From an optimization exercise on the open Yosys and OpenROAD flow, aimed at small area and few clock cycles; shortcuts taken in it are not production practice.
Function not checked in this run: the RTL went through the layout flow alone.
No activity file was given, so power comes from the tool's default toggle rates.

===== design/flow/run.sh =====
#!/bin/bash
# synth_recipe.tcl (not shown) runs the flow's synth.tcl, then flattens the netlist and writes it again
# the make line also repeats each setting of config.mk as NAME=value (left out here)
make -C /OpenROAD-flow-scripts/flow DESIGN_CONFIG=/design/flow/config.mk WORK_HOME=/design/flow/orfs CLKGATE_MAP_FILE= SYNTH_SCRIPT=/design/flow/synth_recipe.tcl finish

===== design/flow/config.mk =====
export PLATFORM = sky130hd
export DESIGN_NAME = opc2ser
export DESIGN_NICKNAME = opc2ser
export VERILOG_FILES = /design/flow/design.v
export SDC_FILE = /design/flow/constraint.sdc
export NUM_CORES = 4
export LEC_CHECK = 0
export CAP_MARGIN = 20
export CORE_MARGIN = 2
export CORE_UTILIZATION = 40
export PLACE_DENSITY = 0.6
export SLEW_MARGIN = 20

===== design/flow/constraint.sdc =====
create_clock -name core_clock -period 12.0 [get_ports {clk}]
set_input_delay 2.4000 -clock core_clock [delete_from_list [all_inputs] [get_ports {clk}]]
set_output_delay 2.4000 -clock core_clock [all_outputs]
set_load 0.01 [all_outputs]

===== design/flow/design.v =====
module opc2ser #(
    parameter RXBUF_SIZE = 128
) (
    input  wire        clk,
    input  wire        rst,
    input  wire [1:0]  cfg_protocol,
    input  wire [7:0]  cfg_channel,
    input  wire [15:0] cfg_hs_timeout_ms,
    input  wire        dg_valid,
    output wire        dg_ready,
    input  wire [7:0]  dg_data,
    input  wire        dg_last,
    input  wire        dg_keep,
    output wire        tx_valid,
    input  wire        tx_ready,
    output reg  [7:0]  tx_data,
    output wire        tx_last,
    input  wire        srx_valid,
    input  wire [7:0]  srx_data,
    input  wire        tick_ms,
    output wire [1:0]  hs_state,
    output wire [2:0]  hs_cause,
    output wire        session_abort,
    output wire        busy,
    output wire [3:0]  err_code,
    output wire        warn3,
    output reg         evt_accept,
    output reg         evt_drop,
    output reg         evt_warn,
    output reg         evt_sent
);
    localparam LW = $clog2(RXBUF_SIZE + 1);    
    localparam IW = $clog2(RXBUF_SIZE);        
    localparam P_ADA  = 2'd0;
    localparam P_AWA  = 2'd1;
    localparam P_TPM2 = 2'd2;
    localparam HS_AWAITING = 2'd0;
    localparam HS_READY    = 2'd1;
    localparam HS_FAILED   = 2'd2;
    localparam C_NONE      = 3'd0;
    localparam C_MISMATCH  = 3'd1;
    localparam C_SHORT     = 3'd2;
    localparam C_TIMED_OUT = 3'd3;
    localparam C_CFG_INV   = 3'd4;
    localparam L_IDLE   = 3'd0;
    localparam L_RECV   = 3'd1;
    localparam L_DECODE = 3'd2;
    localparam L_ENCODE = 3'd3;
    localparam L_SEND   = 3'd4;
    localparam E_OK        = 4'd0;
    localparam E_TOO_SHORT = 4'd1;
    localparam E_CHANNEL   = 4'd2;
    localparam E_COMMAND   = 4'd3;
    localparam E_TOO_LARGE = 4'd4;
    localparam E_TRUNC     = 4'd5;
    reg [1:0]  cfg_proto_r;
    reg [7:0]  cfg_chan_r;
    reg [15:0] cfg_tmo_r;
    always @(posedge clk) begin
        if (rst) begin
            cfg_proto_r <= cfg_protocol;
            cfg_chan_r  <= cfg_channel;
            cfg_tmo_r   <= cfg_hs_timeout_ms;
        end
    end
    reg [1:0]  hs;
    reg [2:0]  hs_cause_r;
    reg [2:0]  hs_cnt;
    reg [15:0] hs_timer;
    reg [7:0]  hs_buf [0:3];
    wire [2:0]  hs_cnt_n   = srx_valid ? hs_cnt + 3'd1 : hs_cnt;
    wire        hs_done    = srx_valid && (hs_cnt_n == 3'd4);
    wire        hs_magic   = hs_buf[0] == 8'h41 && hs_buf[1] == 8'h64 &&
                             hs_buf[2] == 8'h61 && srx_data == 8'h0A;
    wire [16:0] hs_timer_n = {1'b0, hs_timer} + 17'd1;
    wire        hs_expire  = tick_ms && !hs_done && (hs_timer_n >= {1'b0, cfg_tmo_r});
    always @(posedge clk) begin
        if (rst) begin
            hs_cnt   <= 3'd0;
            hs_timer <= 16'd0;
            case (cfg_protocol)
                P_ADA:   begin hs <= HS_AWAITING; hs_cause_r <= C_NONE;    end
                P_AWA:   begin hs <= HS_READY;    hs_cause_r <= C_NONE;    end
                P_TPM2:  begin hs <= HS_READY;    hs_cause_r <= C_NONE;    end
                default: begin hs <= HS_FAILED;   hs_cause_r <= C_CFG_INV; end
            endcase
        end else if (hs == HS_AWAITING) begin
            if (srx_valid) begin
                hs_buf[hs_cnt[1:0]] <= srx_data;
                hs_cnt              <= hs_cnt_n;
            end
            if (tick_ms && !hs_done)
                hs_timer <= hs_timer_n[15:0];
            if (hs_done) begin
                if (hs_magic) begin
                    hs <= HS_READY;
                end else begin
                    hs         <= HS_FAILED;
                    hs_cause_r <= C_MISMATCH;
                end
            end else if (hs_expire) begin
                hs         <= HS_FAILED;
                hs_cause_r <= (hs_cnt_n == 3'd0) ? C_TIMED_OUT : C_SHORT;
            end
        end
    end
    assign hs_state      = hs;
    assign hs_cause      = hs_cause_r;
    assign session_abort = (hs == HS_FAILED);
    reg [2:0]    loop;
    reg [7:0]    rxbuf [0:RXBUF_SIZE-1];
    reg [LW-1:0] rx_len;
    reg [15:0]   f_len;
    reg [15:0]   ada_cnt;
    reg [7:0]    ada_ck;
    reg [7:0]    fl1, fl2;
    reg [16:0]   out_len;
    reg [16:0]   tx_ptr;
    reg [3:0]    err_r;
    reg          warn_r;
    wire         rx_beat = dg_valid && dg_ready;
    wire         tx_beat = tx_valid && tx_ready;
    assign dg_ready = (hs == HS_READY) && (loop == L_IDLE || loop == L_RECV);
    assign tx_valid = (loop == L_SEND);
    assign busy     = (loop != L_IDLE);
    assign err_code = err_r;
    assign warn3    = warn_r;
    wire [LW-1:0] wr_idx = (loop == L_IDLE) ? {LW{1'b0}} : rx_len;
    wire [7:0]  h_chan = rxbuf[0];
    wire [7:0]  h_cmd  = rxbuf[1];
    wire [15:0] h_len  = {rxbuf[2], rxbuf[3]};
    wire [16:0] h_need = {1'b0, h_len} + 17'd4;
    reg [3:0] verdict;
    always @(*) begin
        if (rx_len < 4)
            verdict = E_TOO_SHORT;
        else if (h_chan != 8'd0 && h_chan != cfg_chan_r)
            verdict = E_CHANNEL;
        else if (h_cmd != 8'd0)
            verdict = E_COMMAND;
        else if (h_need > RXBUF_SIZE)
            verdict = E_TOO_LARGE;
        else if (h_need > {{(17-LW){1'b0}}, rx_len})
            verdict = E_TRUNC;
        else
            verdict = E_OK;
    end
    wire [15:0] led_cnt_m1 = (f_len / 16'd3) - 16'd1;
    wire [16:0] pay_start = (cfg_proto_r == P_TPM2) ? 17'd4 : 17'd6;
    wire [16:0] pay_end   = pay_start + {1'b0, f_len};
    wire [16:0] rd_idx    = tx_ptr - pay_start + 17'd4;
    wire [7:0]  pay_byte  = rxbuf[rd_idx[IW-1:0]];
    wire        in_pay    = (tx_ptr >= pay_start) && (tx_ptr < pay_end);
    always @(*) begin
        if (cfg_proto_r == P_TPM2) begin
            if (tx_ptr == 17'd0)      tx_data = 8'hC9;
            else if (tx_ptr == 17'd1) tx_data = 8'hDA;
            else if (tx_ptr == 17'd2) tx_data = f_len[15:8];
            else if (tx_ptr == 17'd3) tx_data = f_len[7:0];
            else if (in_pay)          tx_data = pay_byte;
            else                      tx_data = 8'h36;
        end else begin
            if (tx_ptr == 17'd0)      tx_data = 8'h41;
            else if (tx_ptr == 17'd1) tx_data = (cfg_proto_r == P_AWA) ? 8'h77 : 8'h64;
            else if (tx_ptr == 17'd2) tx_data = 8'h61;
            else if (tx_ptr == 17'd3) tx_data = ada_cnt[15:8];
            else if (tx_ptr == 17'd4) tx_data = ada_cnt[7:0];
            else if (tx_ptr == 17'd5) tx_data = ada_ck;
            else if (in_pay)          tx_data = pay_byte;
            else if (tx_ptr == pay_end) tx_data = fl1;
            else                      tx_data = fl2;
        end
    end
    assign tx_last = (tx_ptr + 17'd1 == out_len);
    wire [8:0] fl1_sum = {1'b0, fl1} + {1'b0, pay_byte};
    wire [8:0] fl1_red = (fl1_sum >= 9'd255) ? fl1_sum - 9'd255 : fl1_sum;
    wire [7:0] fl1_n   = fl1_red[7:0];
    wire [8:0] fl2_sum = {1'b0, fl2} + {1'b0, fl1_n};
    wire [8:0] fl2_red = (fl2_sum >= 9'd255) ? fl2_sum - 9'd255 : fl2_sum;
    wire [7:0] fl2_n   = fl2_red[7:0];
    always @(posedge clk) begin
        if (rx_beat && dg_keep && wr_idx < RXBUF_SIZE)
            rxbuf[wr_idx[IW-1:0]] <= dg_data;
    end
    always @(posedge clk) begin
        if (rst) begin
            loop       <= L_IDLE;
            rx_len     <= {LW{1'b0}};
            f_len      <= 16'd0;
            ada_cnt    <= 16'd0;
            ada_ck     <= 8'd0;
            fl1        <= 8'd0;
            fl2        <= 8'd0;
            out_len    <= 17'd0;
            tx_ptr     <= 17'd0;
            err_r      <= E_OK;
            warn_r     <= 1'b0;
            evt_accept <= 1'b0;
            evt_drop   <= 1'b0;
            evt_warn   <= 1'b0;
            evt_sent   <= 1'b0;
        end else begin
            evt_accept <= 1'b0;
            evt_drop   <= 1'b0;
            evt_warn   <= 1'b0;
            evt_sent   <= 1'b0;
            case (loop)
                L_IDLE, L_RECV: begin
                    if (rx_beat) begin
                        if (dg_keep && wr_idx < RXBUF_SIZE)
                            rx_len <= wr_idx + 1'b1;
                        else
                            rx_len <= wr_idx;
                        loop <= dg_last ? L_DECODE : L_RECV;
                    end
                end
                L_DECODE: begin
                    if (verdict == E_OK || verdict == E_TOO_LARGE || verdict == E_TRUNC)
                        f_len <= h_len;
                    err_r <= verdict;
                    if (verdict == E_OK) begin
                        warn_r     <= (h_len % 16'd3) != 16'd0;
                        evt_accept <= 1'b1;
                        evt_warn   <= (h_len % 16'd3) != 16'd0;
                        loop       <= L_ENCODE;
                    end else begin
                        evt_drop <= 1'b1;
                        loop     <= L_IDLE;
                    end
                end
                L_ENCODE: begin
                    ada_cnt <= led_cnt_m1;
                    ada_ck  <= led_cnt_m1[15:8] ^ led_cnt_m1[7:0] ^ 8'h55;
                    fl1     <= 8'd0;
                    fl2     <= 8'd0;
                    case (cfg_proto_r)
                        P_ADA:   out_len <= 17'd6 + {1'b0, f_len};
                        P_AWA:   out_len <= 17'd8 + {1'b0, f_len};
                        default: out_len <= 17'd5 + {1'b0, f_len};
                    endcase
                    tx_ptr <= 17'd0;
                    loop   <= L_SEND;
                end
                L_SEND: begin
                    if (tx_beat) begin
                        if (in_pay) begin
                            fl1 <= fl1_n;
                            fl2 <= fl2_n;
                        end
                        tx_ptr <= tx_ptr + 17'd1;
                        if (tx_last) begin
                            evt_sent <= 1'b1;
                            loop     <= L_IDLE;
                        end
                    end
                end
                default: loop <= L_IDLE;
            endcase
        end
    end
endmodule

==> impl_metrics.toml <==
[synth]
synthesis.nets = 3731
syn_inst = 3574
synth-seq-cells = 1207
yosys_warnings = 1
synthArstFlopShare = 0
synth-edff-count = 1079
syn_area_mm2 = 0.0547
synth-main-ff-cell = "edfxtp_1"
synth.yosys.seq_area_share = 0.639
syn_area_per_cell_um2 = 15.3
synth.distinct_cells = 101

[sta]
post-route-period-util = 0.884
worst_pin_slew_ps = 1090
setup_viol = 0
finalHoldViolCount = 0
maxSlewHeadroom = 0.272
whs_ps = 450
fin_crit_ps = 10610
fin_setup_tns_ps = 0
max_clock_freq_ghz = 0.0943
skew_ps = 44.2
rsz0062_at_grt = "false"
slew_violations = 0

[route]
ant_nets = 0
drtPass1Iterations = 9
vias = 31800
drc_errors = 0
wl_per_cell_um = 24.7
totalWireLength_mm = 137
vias_per_cell = 5.75
drt-initial-drc-count = 3105

[floorplan]
die_y_um = 374
die_x_um = 374
coreArea_mm2 = 0.136
start_util = 0.403
io_pins = 77
die-area_mm2 = 0.140
fp-row-count = 135

[clocking]
ctsHoldBuffers = 0
cts_setup_buffers = 0
cts_buffers = 133
cts.clk_slew.worst_paths_ps = 60
clockBufferDepth = 3
htree_num_levels = 4
cts_resized = 0
cts.sinks = 1207
cts_tree = "yes"
insertion_delay_ps = 770
root_buffer = "clkbuf_16"

[run_status]
outcome = "no timing/DRC/antenna violations"

[placed_design]
placed_area_mm2 = 0.0575
place_congestion = 0.913
hpwl_mm = 87.7
port_buffers = 75

[finish]
design_area_mm2 = 0.0619
area_growth_pct = 13.2
final_cell_mix = "edfxtp_1, nor2_1, mux4_2"
layout_commonest_cell = "edfxtp_1"
drive_above_1_share = 0.170
nNetsFinal = 3807

[global_routing]
grt_usage = 0.195
grt_pass1_vias = 31100
antenna_found_initial = 0
grt_max_degree = 139
grt_overflow = 0
grt_pass1_wl_mm = 206

[critical_path]
start_kind = "flip-flop"
cp-end-kind = "flip-flop"
arrival_ps = 11210
slowest_delay_ps = 1150
crit_slowest_cell = "fa_4"
crit_fanout = 29
cp.required_ps = 12610
critical_path_class = "reg -> reg"

[power_and_ir_drop]
peakVddDrop_uv = 107
p_leak_nw = 19.8
p_per_area_mw_per_mm2 = 147

[run]
cap_violations = 0

[min_path]
hp-class = "reg -> reg"
## layout make-up
class / instances / area (um^2)
fill: 11800 / 73700
sequential: 1207 / 35000
multi-input combinational: 2083 / 18700
clock buffer: 171 / 3540
tap: 1781 / 2230
timing repair buffer: 132 / 1270
clock inverter: 72 / 836
inverter: 93 / 349
antenna: 1 / 2.50
## cells by family after synthesis
| group | synth area share |
|---|---|
| other | 0.0000685 |
| AND/OR/NAND/NOR | 0.0793 |
| XOR/XNOR | 0.0284 |
| multiplexers | 0.146 |
| adder cells (fa/ha/maj) | 0.0251 |
| flip-flops | 0.639 |
| buffers and inverters | 0.0200 |
| AO/OA/AOI/OAI | 0.0626 |
## sequential cells by signal, summed over array words and instances, names as in the netlist, 8 cells and up
signal / cells
tx_ptr: 17
hs_buf: 24
ada_ck: 8
rxbuf: 1024
rx_len: 8
ada_cnt: 16
fl2: 8
fl1: 8
hs_timer: 16
out_len: 17
cfg_chan_r: 8
f_len: 16
cfg_tmo_r: 16
## stage by stage
stage	setup WS (ps)	cells	power, mW	utilization
after floorplan	40.9	3574	4.93	-
after global placement	1610	5294	5.13	0.424
after detailed placement	1360	5294	5.13	0.424
after CTS	1340	5537	9.18	0.456
after global routing	513	5539	9.37	0.457
final	1390	5540	9.09	0.457
## synthesized netlist by cell type (11+ instances only)
master       n  area, um^2
a22o_1      11        96.3
nand4_1     31         194
a22oi_1     33         248
o21ai_0     96         480
nand2_1    189         709
a21o_1      14         105
nor2_1     367        1380
and3_1      35         219
mux4_2     335        7540
ha_1       104        1300
edfxtp_1  1079       32400
o21a_1      23         173
inv_1       87         327
nand3_1     57         285
and2_1      18         113
mux2i_1     34         340
a21oi_1    123         616
buf_1       39         146
o22ai_1     13        81.3
nor3_1      60         300
nor2b_1     27         169
or3_1       18         113
o31ai_1     11        82.6
nor4_1      26         163
a211oi_1    34         255
a31oi_1     21         131
xnor2_1    104         911
o211ai_1    15         113
clkbuf_1   142         533
dfxtp_1    128        2560
o221ai_1    12         105
nand2b_1    19         119
xor2_1      71         622
## routing by layer
layer | wire (um) | share of wire | vias up | global-route usage
li1 | - | - | 14200 | -
met1 | 60200 | 0.44 | 16300 | 0.278
met2 | 64700 | 0.47 | 1068 | 0.306
met3 | 9070 | 0.066 | 209 | 0.0382
met4 | 3100 | 0.023 | 0 | 0.0539
met5 | 0 | 0 | - | 0
## critical path: cells and delay by family (launching register included)
family | cells | cell delay [ps]
muxes | 5 | 2150
DFF | 1 | 600
xor gates and xnor gates | 3 | 540
and+or+nand+nor | 8 | 1720
buffers and inverters | 5 | 840
AOI/OAI and AO/OA | 11 | 2180
adders and majority gates | 5 | 2410
## report_power, final
part / total [mW] / internal (mW) / switching, mW
registers: 4.59 / 4.58 / 0.00822
logic: 0.451 / 0.179 / 0.272
clock network: 4.04 / 2.33 / 1.71
total: 9.09 / 7.10 / 1.99
## path summary, 6_finish.rpt
| check | from | endpoint | slack (ps) | cells past startpoint |
|---|---|---|---|---|
| worst max-delay path | cfg_proto_r[1] | fl2[5] | 1390 | 37 |
| worst min-delay path | ada_ck[6] | ada_ck[6] | 450 | 2 |
| worst max register to register | cfg_proto_r[1] | fl2[5] | 1390 | 37 |
| worst min register to register | ada_ck[6] | ada_ck[6] | 450 | 2 |

afterwards: timing with drivers on the ports:
The flow's constraints put no driver on any port. The routed layout listed below was extracted and timed again, unchanged, in two steps.
Step 1 assumes that a clkbuf_16 drives the clock port and a buf_2 every other input.
Step 2, shift: input delay + t, output delay - t, t = (earliest + latest rising clock arrival at the registers) / 2. This alone moves slack from input paths to output paths.
Slacks: ideal ports / drivers / drivers and shift; pairs: ideal ports / drivers.
t, ns: 0.822
slack for setup (ns): 1.394 / 1.394 / 1.394
worst register clock-pin slew, ns: 0.07 / 0.07
After both steps setup and hold are still met in this run. For this run, drivers alone change the setup slack by 0.000 ns; drivers and shift together by 0.000 ns.
